Background: an optimization exercise with open tools, aiming at small area. Do not read the settings as production practice.
In this exercise RTL edits were held to simulation tests only and were not proved equivalent to the original.

===== design/flow/design.v =====
module smdec_chip (
    input  wire        clk,
    input  wire        rst,           
    input  wire        cfg_valid,     
    input  wire        cfg_variant,   
    input  wire        cfg_legal,     
    input  wire        chip_valid,
    input  wire        chip,
    output reg         ev_valid,
    output reg  [31:0] ev_time,
    output reg  [3:0]  ev_unit,
    output reg         ev_on,
    output reg         ev_green,
    output reg         ev_left,
    output reg         ev_right,
    output reg         ev_running,
    output reg         ev_unknown,
    output reg  [7:0]  ev_header
);
    localparam [31:0] CNT_MAX        = 32'hFFFF_FFFF;
    localparam [31:0] STD_IDLE_RUN   = 32'd10;
    localparam [31:0] STD_OFF_RUN    = 32'd100;
    localparam [31:0] STD_KA_NSL     = 32'd700;
    localparam [31:0] STD_KA_CLAMP   = 32'd100;
    localparam [31:0] FAST_IDLE_RUN  = 32'd100;
    localparam [31:0] FAST_OFF_RUN   = 32'd1000;
    localparam [31:0] FAST_KA_NSL    = 32'd4000;
    localparam [31:0] FAST_KA_CLAMP  = 32'd1000;
    localparam [7:0]  CHECKSUM_BASE  = 8'd64;
    localparam [7:0]  HDR_IDLE       = 8'h49;   
    localparam [7:0]  HDR_S          = 8'h53;   
    localparam [7:0]  HDR_SPACE      = 8'h20;   
    reg        configured;
    reg        variant;
    reg        last_bit;
    reg [31:0] run;
    reg [31:0] nsl;
    reg        idle_val;
    reg [9:0]  chip_acc;             
    reg [3:0]  chip_cnt;
    reg [7:0]  byte_buf [0:9];       
    reg [3:0]  byte_cnt;
    reg        fast_armed;
    reg        fast_inframe;
    reg [4:0]  fast_cnt;
    reg [23:0] fast_chips;           
    wire step = configured && chip_valid && !cfg_valid;
    wire [31:0] run_inc = (run == CNT_MAX) ? CNT_MAX : run + 32'd1;
    wire [31:0] nsl_inc = (nsl == CNT_MAX) ? CNT_MAX : nsl + 32'd1;
    wire [31:0] run_n   = (chip != last_bit) ? 32'd1 : run_inc;
    reg  [9:0]  acc_n;
    always @(*) begin
        acc_n = chip_acc;
        acc_n[chip_cnt] = chip;
    end
    wire       std_idle    = run_n > STD_IDLE_RUN;
    wire       acc_full    = (chip_cnt == 4'd9);
    wire       frame_ok    = (acc_n[0] != idle_val) && (acc_n[9] == idle_val);
    wire       byte_done   = !std_idle && acc_full && frame_ok;
    reg  [7:0] new_byte;
    integer i;
    always @(*) begin
        for (i = 1; i <= 8; i = i + 1)
            new_byte[i-1] = (acc_n[i] == idle_val);
    end
    wire [3:0] byte_cnt_n = (byte_cnt < 4'd11) ? byte_cnt + 4'd1 : 4'd11;
    reg  [7:0] buf_n [0:9];
    always @(*) begin
        for (i = 0; i < 10; i = i + 1)
            buf_n[i] = byte_buf[i];
        if (byte_cnt < 4'd10)
            buf_n[byte_cnt] = new_byte;
    end
    wire       n9  = (byte_cnt_n == 4'd9);
    wire       n10 = (byte_cnt_n == 4'd10);
    wire [7:0] hdr = buf_n[0];
    wire       hdr_ok = (hdr == 8'h20) || (hdr == 8'h53) || (hdr == 8'h49) ||
                        (hdr == 8'h4C) || (hdr == 8'h52) || (hdr == 8'h43) ||
                        (hdr == 8'h41);
    reg  [31:0] d [1:6];
    reg         is_digit [1:6];
    always @(*) begin
        for (i = 1; i <= 6; i = i + 1) begin
            is_digit[i] = (buf_n[i] >= 8'h30) && (buf_n[i] <= 8'h39);
            d[i]        = {24'd0, buf_n[i] - 8'h30};
        end
    end
    wire digits_ok = is_digit[1] && is_digit[2] && is_digit[3] &&
                     is_digit[4] && is_digit[5] && (n9 || is_digit[6]);
    wire [31:0] dsum   = d[1] + d[2] + d[3] + d[4] + d[5] + (n10 ? d[6] : 32'd0);
    wire [31:0] cksum  = {24'd0, CHECKSUM_BASE} + dsum;
    wire [7:0]  ck_byte = n10 ? buf_n[7] : buf_n[6];
    wire        cksum_ok = (cksum == {24'd0, ck_byte});
    wire [31:0] std_time = n10 ?
        d[1] * 32'd60000 + (d[2] * 32'd10 + d[3]) * 32'd1000 +
            (d[4] * 32'd100 + d[5] * 32'd10 + d[6]) :
        d[1] * 32'd60000 + (d[2] * 32'd10 + d[3]) * 32'd1000 +
            (d[4] * 32'd10 + d[5]) * 32'd10;
    wire [3:0]  std_unit = n10 ? 4'd1 : 4'd10;
    wire std_frame = byte_done && (n9 || n10) && hdr_ok && digits_ok && cksum_ok;
    wire        fast_idle    = run_n > FAST_IDLE_RUN;
    reg  [23:0] fchips_w;
    always @(*) begin
        fchips_w = fast_chips;
        fchips_w[fast_cnt] = chip;
    end
    wire        fast_frame   = !fast_idle && fast_inframe && (fast_cnt == 5'd23);
    reg  [31:0] fast_time;
    always @(*) begin
        fast_time = 32'd0;
        for (i = 0; i < 6; i = i + 1)
            fast_time = fast_time * 32'd10 +
                        {28'd0, fchips_w[4*i+3], fchips_w[4*i+2], fchips_w[4*i+1], fchips_w[4*i]};
    end
    wire        idle     = variant ? fast_idle : std_idle;
    wire [31:0] off_run  = variant ? FAST_OFF_RUN : STD_OFF_RUN;
    wire [31:0] ka_nsl   = variant ? FAST_KA_NSL  : STD_KA_NSL;
    wire [31:0] ka_clamp = variant ? FAST_KA_CLAMP : STD_KA_CLAMP;
    wire do_off   = idle && (run_n > off_run) && ev_on;
    wire do_ka    = idle && !do_off && (nsl_inc > ka_nsl);
    wire do_frame = variant ? fast_frame : std_frame;
    wire [7:0]  f_hdr  = variant ? HDR_S : hdr;
    wire [31:0] f_time = variant ? fast_time : std_time;
    wire [3:0]  f_unit = variant ? 4'd1 : std_unit;
    wire inc = (f_unit == ev_unit) ? (f_time > ev_time)
                                   : ((f_time / 32'd10) > (ev_time / 32'd10));
    wire f_running = ((f_hdr != HDR_S) || (ev_header == HDR_S)) &&
                     ((f_hdr == HDR_SPACE) || inc);
    wire f_green = (f_hdr == 8'h41);
    wire f_left  = (f_hdr == 8'h4C) || (f_hdr == 8'h41) || (f_hdr == 8'h43);
    wire f_right = (f_hdr == 8'h52) || (f_hdr == 8'h41) || (f_hdr == 8'h43);
    always @(posedge clk) begin
        if (rst || cfg_valid) begin
            configured   <= rst ? 1'b0 : cfg_legal;
            variant      <= rst ? 1'b0 : cfg_variant;
            last_bit     <= 1'b0;
            run          <= 32'd0;
            nsl          <= 32'd0;
            idle_val     <= 1'b0;
            chip_acc     <= 10'd0;
            chip_cnt     <= 4'd0;
            for (i = 0; i < 10; i = i + 1)
                byte_buf[i] <= 8'd0;
            byte_cnt     <= 4'd0;
            fast_armed   <= 1'b0;
            fast_inframe <= 1'b0;
            fast_cnt     <= 5'd0;
            fast_chips   <= 24'd0;
            ev_valid     <= 1'b0;
            ev_time      <= 32'd0;
            ev_unit      <= (!rst && cfg_variant) ? 4'd1 : 4'd10;
            ev_on        <= 1'b0;
            ev_green     <= 1'b0;
            ev_left      <= 1'b0;
            ev_right     <= 1'b0;
            ev_running   <= 1'b0;
            ev_unknown   <= 1'b0;
            ev_header    <= HDR_IDLE;
        end else begin
            ev_valid <= 1'b0;
            if (step) begin
                last_bit <= chip;
                run      <= run_n;
                nsl      <= nsl_inc;
                if (!variant) begin
                    if (std_idle) begin
                        idle_val <= chip;
                        chip_cnt <= 4'd0;
                        byte_cnt <= 4'd0;
                    end else if (!acc_full) begin
                        chip_acc <= acc_n;
                        chip_cnt <= chip_cnt + 4'd1;
                    end else if (frame_ok) begin
                        chip_acc <= acc_n;
                        if (byte_cnt < 4'd10)
                            byte_buf[byte_cnt] <= new_byte;
                        byte_cnt <= byte_cnt_n;
                        chip_cnt <= 4'd0;
                    end else begin
                        chip_acc <= {1'b0, acc_n[9:1]};
                        chip_cnt <= 4'd9;
                    end
                end else begin
                    if (fast_idle) begin
                        idle_val     <= chip;
                        fast_inframe <= 1'b0;
                        fast_cnt     <= 5'd0;
                        fast_armed   <= 1'b1;
                    end else if (fast_inframe) begin
                        fast_chips <= fchips_w;
                        fast_cnt   <= fast_cnt + 5'd1;
                        if (fast_cnt == 5'd23) begin
                            fast_inframe <= 1'b0;
                            fast_armed   <= 1'b1;
                        end
                    end else if (fast_armed && (chip != idle_val)) begin
                        fast_inframe <= 1'b1;
                        fast_cnt     <= 5'd0;
                        fast_armed   <= 1'b0;
                    end
                end
                if (do_off) begin
                    ev_valid <= 1'b1;
                    ev_on    <= 1'b0;
                end else if (do_ka) begin
                    ev_valid <= 1'b1;
                    nsl      <= ka_clamp;
                end else if (do_frame) begin
                    ev_valid   <= 1'b1;
                    nsl        <= 32'd0;
                    ev_time    <= f_time;
                    ev_unit    <= f_unit;
                    ev_header  <= f_hdr;
                    ev_on      <= 1'b1;
                    ev_running <= f_running;
                    ev_green   <= f_green;
                    ev_left    <= f_left;
                    ev_right   <= f_right;
                    ev_unknown <= !ev_on;
                end
            end
        end
    end
endmodule

===== design/flow/run.sh =====
#!/bin/bash
# synth_recipe.tcl (not shown) runs the flow's synth.tcl, then flattens the netlist and writes it again
# the make line also repeats each setting of config.mk as NAME=value (left out here)
make -C /OpenROAD-flow-scripts/flow DESIGN_CONFIG=/design/flow/config.mk WORK_HOME=/design/flow/orfs CLKGATE_MAP_FILE= SYNTH_SCRIPT=/design/flow/synth_recipe.tcl finish

===== design/flow/config.mk =====
export PLATFORM = sky130hd
export DESIGN_NAME = smdec_chip
export DESIGN_NICKNAME = smdec_chip
export VERILOG_FILES = /design/flow/design.v
export SDC_FILE = /design/flow/constraint.sdc
export NUM_CORES = 4
export LEC_CHECK = 0
export CAP_MARGIN = 20
export CORE_MARGIN = 2
export CORE_UTILIZATION = 40
export PLACE_DENSITY = 0.6
export SLEW_MARGIN = 20

===== design/flow/constraint.sdc =====
create_clock -name core_clock -period 36.0 [get_ports {clk}]
set_input_delay 7.2000 -clock core_clock [delete_from_list [all_inputs] [get_ports {clk}]]
set_output_delay 7.2000 -clock core_clock [all_outputs]
set_load 0.01 [all_outputs]

==> results.txt <==
-- flip-flops by register name, indices dropped and copies added, names as in the netlist, 2 cells and up --
signal	count
byte_cnt	4
nsl	32
run	32
fast_chips	24
fast_cnt	5
chip_acc	10
chip_cnt	4
ev_unit	2
byte_buf	64
ev_time	29
ev_header	8
-- path summary, 6_finish.rpt --
kind	startpoint	end	depth (start not counted)
worst max register to register	fast_cnt[0]	ev_running	109
worst max-delay path	chip	ev_running	104
worst min-delay path	ev_right	ev_right	2
worst min register to register	ev_right	ev_right	2
-- worst max-delay path: cells and delay by family --
kind	cells	cell delay (ns)
muxes	3	0.63
and+or+nand+nor	31	7.54
xor gates and xnor gates	8	1.69
adders and majority gates	13	3.81
buffers and inverters	8	1.29
AOI/OAI and AO/OA	41	9.24
-- through the flow --
stage | setup slack (ns) | instance area [sq um]
global placement | 5.19 | 39200
floorplan | 8.17 | 37700
detailed placement | 4.69 | 39200
finish | 5.00 | 40200
global route | 2.85 | 40200
CTS | 5.28 | 40200
-- layout make-up --
| type | count | area share |
|---|---|---|
| flip-flops and latches | 227 | 0.130 |
| well taps | 1254 | 0.0390 |
| clock inverters | 8 | 0.00283 |
| inverters | 419 | 0.0393 |
| multi-input cells | 4045 | 0.745 |
| clock buffers | 44 | 0.0217 |
| repair buffers | 103 | 0.0225 |
-- cells in the final DEF, fill, tap and decap left out, types with 17 or more instances in the layout --
| cell type | instances |
|---|---|
| ha_1 | 498 |
| nor2_1 | 449 |
| a21oi_1 | 414 |
| inv_1 | 390 |
| nand2_1 | 378 |
| o21ai_0 | 250 |
| xnor2_1 | 220 |
| nor3_1 | 175 |
| dfxtp_1 | 159 |
| nand3_1 | 138 |
| fa_1 | 133 |
| xor2_1 | 123 |
| a21o_1 | 87 |
| edfxtp_1 | 68 |
| and3_1 | 67 |
| a211oi_1 | 67 |
| o21bai_1 | 65 |
| mux2i_1 | 61 |
| nand4_1 | 53 |
| clkdlybuf4s50_1 | 53 |
| nor2b_1 | 51 |
| nand2b_1 | 51 |
| buf_4 | 50 |
| or3_1 | 42 |
| a31oi_1 | 40 |
| nor4_1 | 37 |
| o211ai_1 | 33 |
| o21a_1 | 32 |
| and2_1 | 30 |
| o21ai_1 | 30 |
| clkbuf_16 | 29 |
| a22oi_1 | 23 |
| and4_1 | 21 |
| o22ai_1 | 21 |
| mux2_2 | 18 |
| o31ai_1 | 18 |
| a221oi_1 | 17 |
| conb_1 | 17 |
-- routing by layer --
layer,part of all wire,vias to the layer above,global-route usage
li1,-,17511,-
met1,0.48,16461,0.290
met2,0.46,704,0.348
met3,0.038,123,0.0198
met4,0.022,4,0.0491
met5,0.00026,-,0
-- logic make-up after synthesis --
kind of cell / count (synthesis)
flip-flops: 227
XOR/XNOR: 347
AND/OR/NAND/NOR: 1603
buffers and inverters: 626
multiplexers: 84
adder cells (fa/ha/maj): 637
AO/OA/AOI/OAI: 1357
other: 2
==> insert_results.sql <==
INSERT INTO impl_metrics (metric_group, metric, value, unit) VALUES
('die', 'core_area', '0.0932', 'sq mm'),
('cts', 'cts_hold_buf', '0', ''),
('global_route', 'first_global_vias', '32846', ''),
('logic_synthesis', 'synth_area_per_cell', '7.70', 'sq um'),
('die', 'start_util', '0.404', ''),
('cts', 'cts.repair.resized', '0', ''),
('hold_path', 'holdCritPathClass', 'flip-flop to flip-flop', ''),
('cells_and_area', 'total_area_of_multi_input_combinational_cells', '0.0300', 'sq mm'),
('die', 'rows', '112', ''),
('flow_run', 'maxCapViolCount', '0', ''),
('die', 'die_extent_in_x', '311', 'um'),
('cells_and_area', 'flow.area_growth_from_synthesis', '6.97', '%'),
('logic_synthesis', 'netlist.top_cell.by_area', 'ha_1', ''),
('route', 'drt_drc_violations_left', '0', ''),
('cts', 'clock_root_cell', 'clkbuf_16', ''),
('logic_synthesis', 'yosys_most_used_dff', 'dfxtp_1', ''),
('route', 'finalWirelength', '104000', 'um'),
('placed_design', 'placed_cells', '6048', ''),
('timing', 'fmax', '32.3', 'MHz'),
('global_route', 'global_route.overflow_total', '0', ''),
('cts', 'clk_transition_reported_paths', '0.06', 'ns'),
('setup_path', 'crit_path_frequent_cell', 'ha_1', ''),
('cells_and_area', 'nets', '5463', ''),
('die', 'design.die.area', '0.0965', 'sq mm'),
('setup_path', 'timing.reg2reg.setup_slack', '10.31', 'ns'),
('die', 'top_level_ports', '58', ''),
('cells_and_area', 'fill_cells', '9461', ''),
('logic_synthesis', 'synth-compound-area-share', '0.241', ''),
('logic_synthesis', 'yosysMostFrequentCell', 'ha_1', ''),
('timing', 'finalSetupTns', '0', 'ns'),
('logic_synthesis', 'dominant_combinational_cell_family_by_area_after_synthesis', 'compound AO/OA/AOI/OAI gates', ''),
('logic_synthesis', 'synth_simple_gate_area_frac', '0.210', ''),
('route', 'dr.pass1.iters', '6', ''),
('setup_path', 'criticalPathCategory', 'input pin to flip-flop', ''),
('cts', 'cts_made_buffers', '29', ''),
('placed_design', 'detailedPlacementHpwl', '80800', 'um'),
('timing', 'timing.final.hold_violations', '0', ''),
('setup_path', 'timing.critical_path.arrival', '31.47', 'ns'),
('setup_path', 'setup.worst_path.end_class', 'flip-flop', ''),
('logic_synthesis', 'yosys-top-cells-area', 'ha_1, dfxtp_1, fa_1, a21oi_1, edfxtp_1', ''),
('cells_and_area', 'storage_element_area', '0.00523', 'sq mm'),
('logic_synthesis', 'top_cells_by_count_synth', 'ha_1, nor2_1, a21oi_1, inv_1, nand2_1', ''),
('timing', 'fin_worst_hold_slack', '0.459', 'ns'),
('logic_synthesis', 'synth-seq-area-share', '0.139', ''),
('cts', 'cts_htree_levels', '1', ''),
('setup_path', 'timing.critical_path.slowest_cell_delay', '0.60', 'ns'),
('cells_and_area', 'post_layout_util', '0.432', ''),
('timing', 'grt_setup_unrepaired', 'false', ''),
('setup_path', 'cp-start-kind', 'input pin', ''),
('placed_design', 'place.port_buffers', '53', ''),
('timing', 'worst_pin_slew', '1.10', 'ns'),
('route', 'final_antenna_net_count', '0', ''),
('logic_synthesis', 'yosysTopAreaCellShare', '0.166', ''),
('global_route', 'grt_start_max_net_pins', '76', ''),
('cells_and_area', 'drive_gt1_frac', '0.0504', ''),
('status', 'outcome', 'no timing/DRC/antenna violations', ''),
('die', 'die_h', '311', 'um'),
('route', 'drt_first_iter_violations', '2453', ''),
('timing', 'period_share', '0.861', ''),
('global_route', 'antenna_violations_before_repair', '2', ''),
('logic_synthesis', 'ys_seq_elements', '227', ''),
('logic_synthesis', 'synth_cell_types', '148', ''),
('cts', 'cts_num_sinks', '227', ''),
('cts', 'tritoncts_clock_tree', 'done', ''),
('route', 'routed-via-count', '34803', ''),
('logic_synthesis', 'synthAdderAreaFrac', '0.238', ''),
('setup_path', 'worst_ep_required_time', '36.47', 'ns');

port drivers added, routing unchanged:
The flow's constraints put no driver on any port. The routed layout listed below was extracted and timed again, unchanged, in two steps. Step 1: set_driving_cell puts a clkbuf_16 on clk and a buf_2 on each other input, an assumption about the parent block. Step 2 also shifts input and output timing later by t, the mid clock arrival at the registers, as if the neighbouring blocks saw the same clock. Slacks: no drivers / after step 1 / after step 2; pairs: no drivers / after step 1.
shift t [ns]: 0.674
slack for setup (ns): 4.997 / 5.040 / 4.365
worst setup path at the end: input to register
After both steps this run still meets setup and hold. The setup slack of this run moves by +0.043 ns with the drivers and by -0.632 ns with both steps.
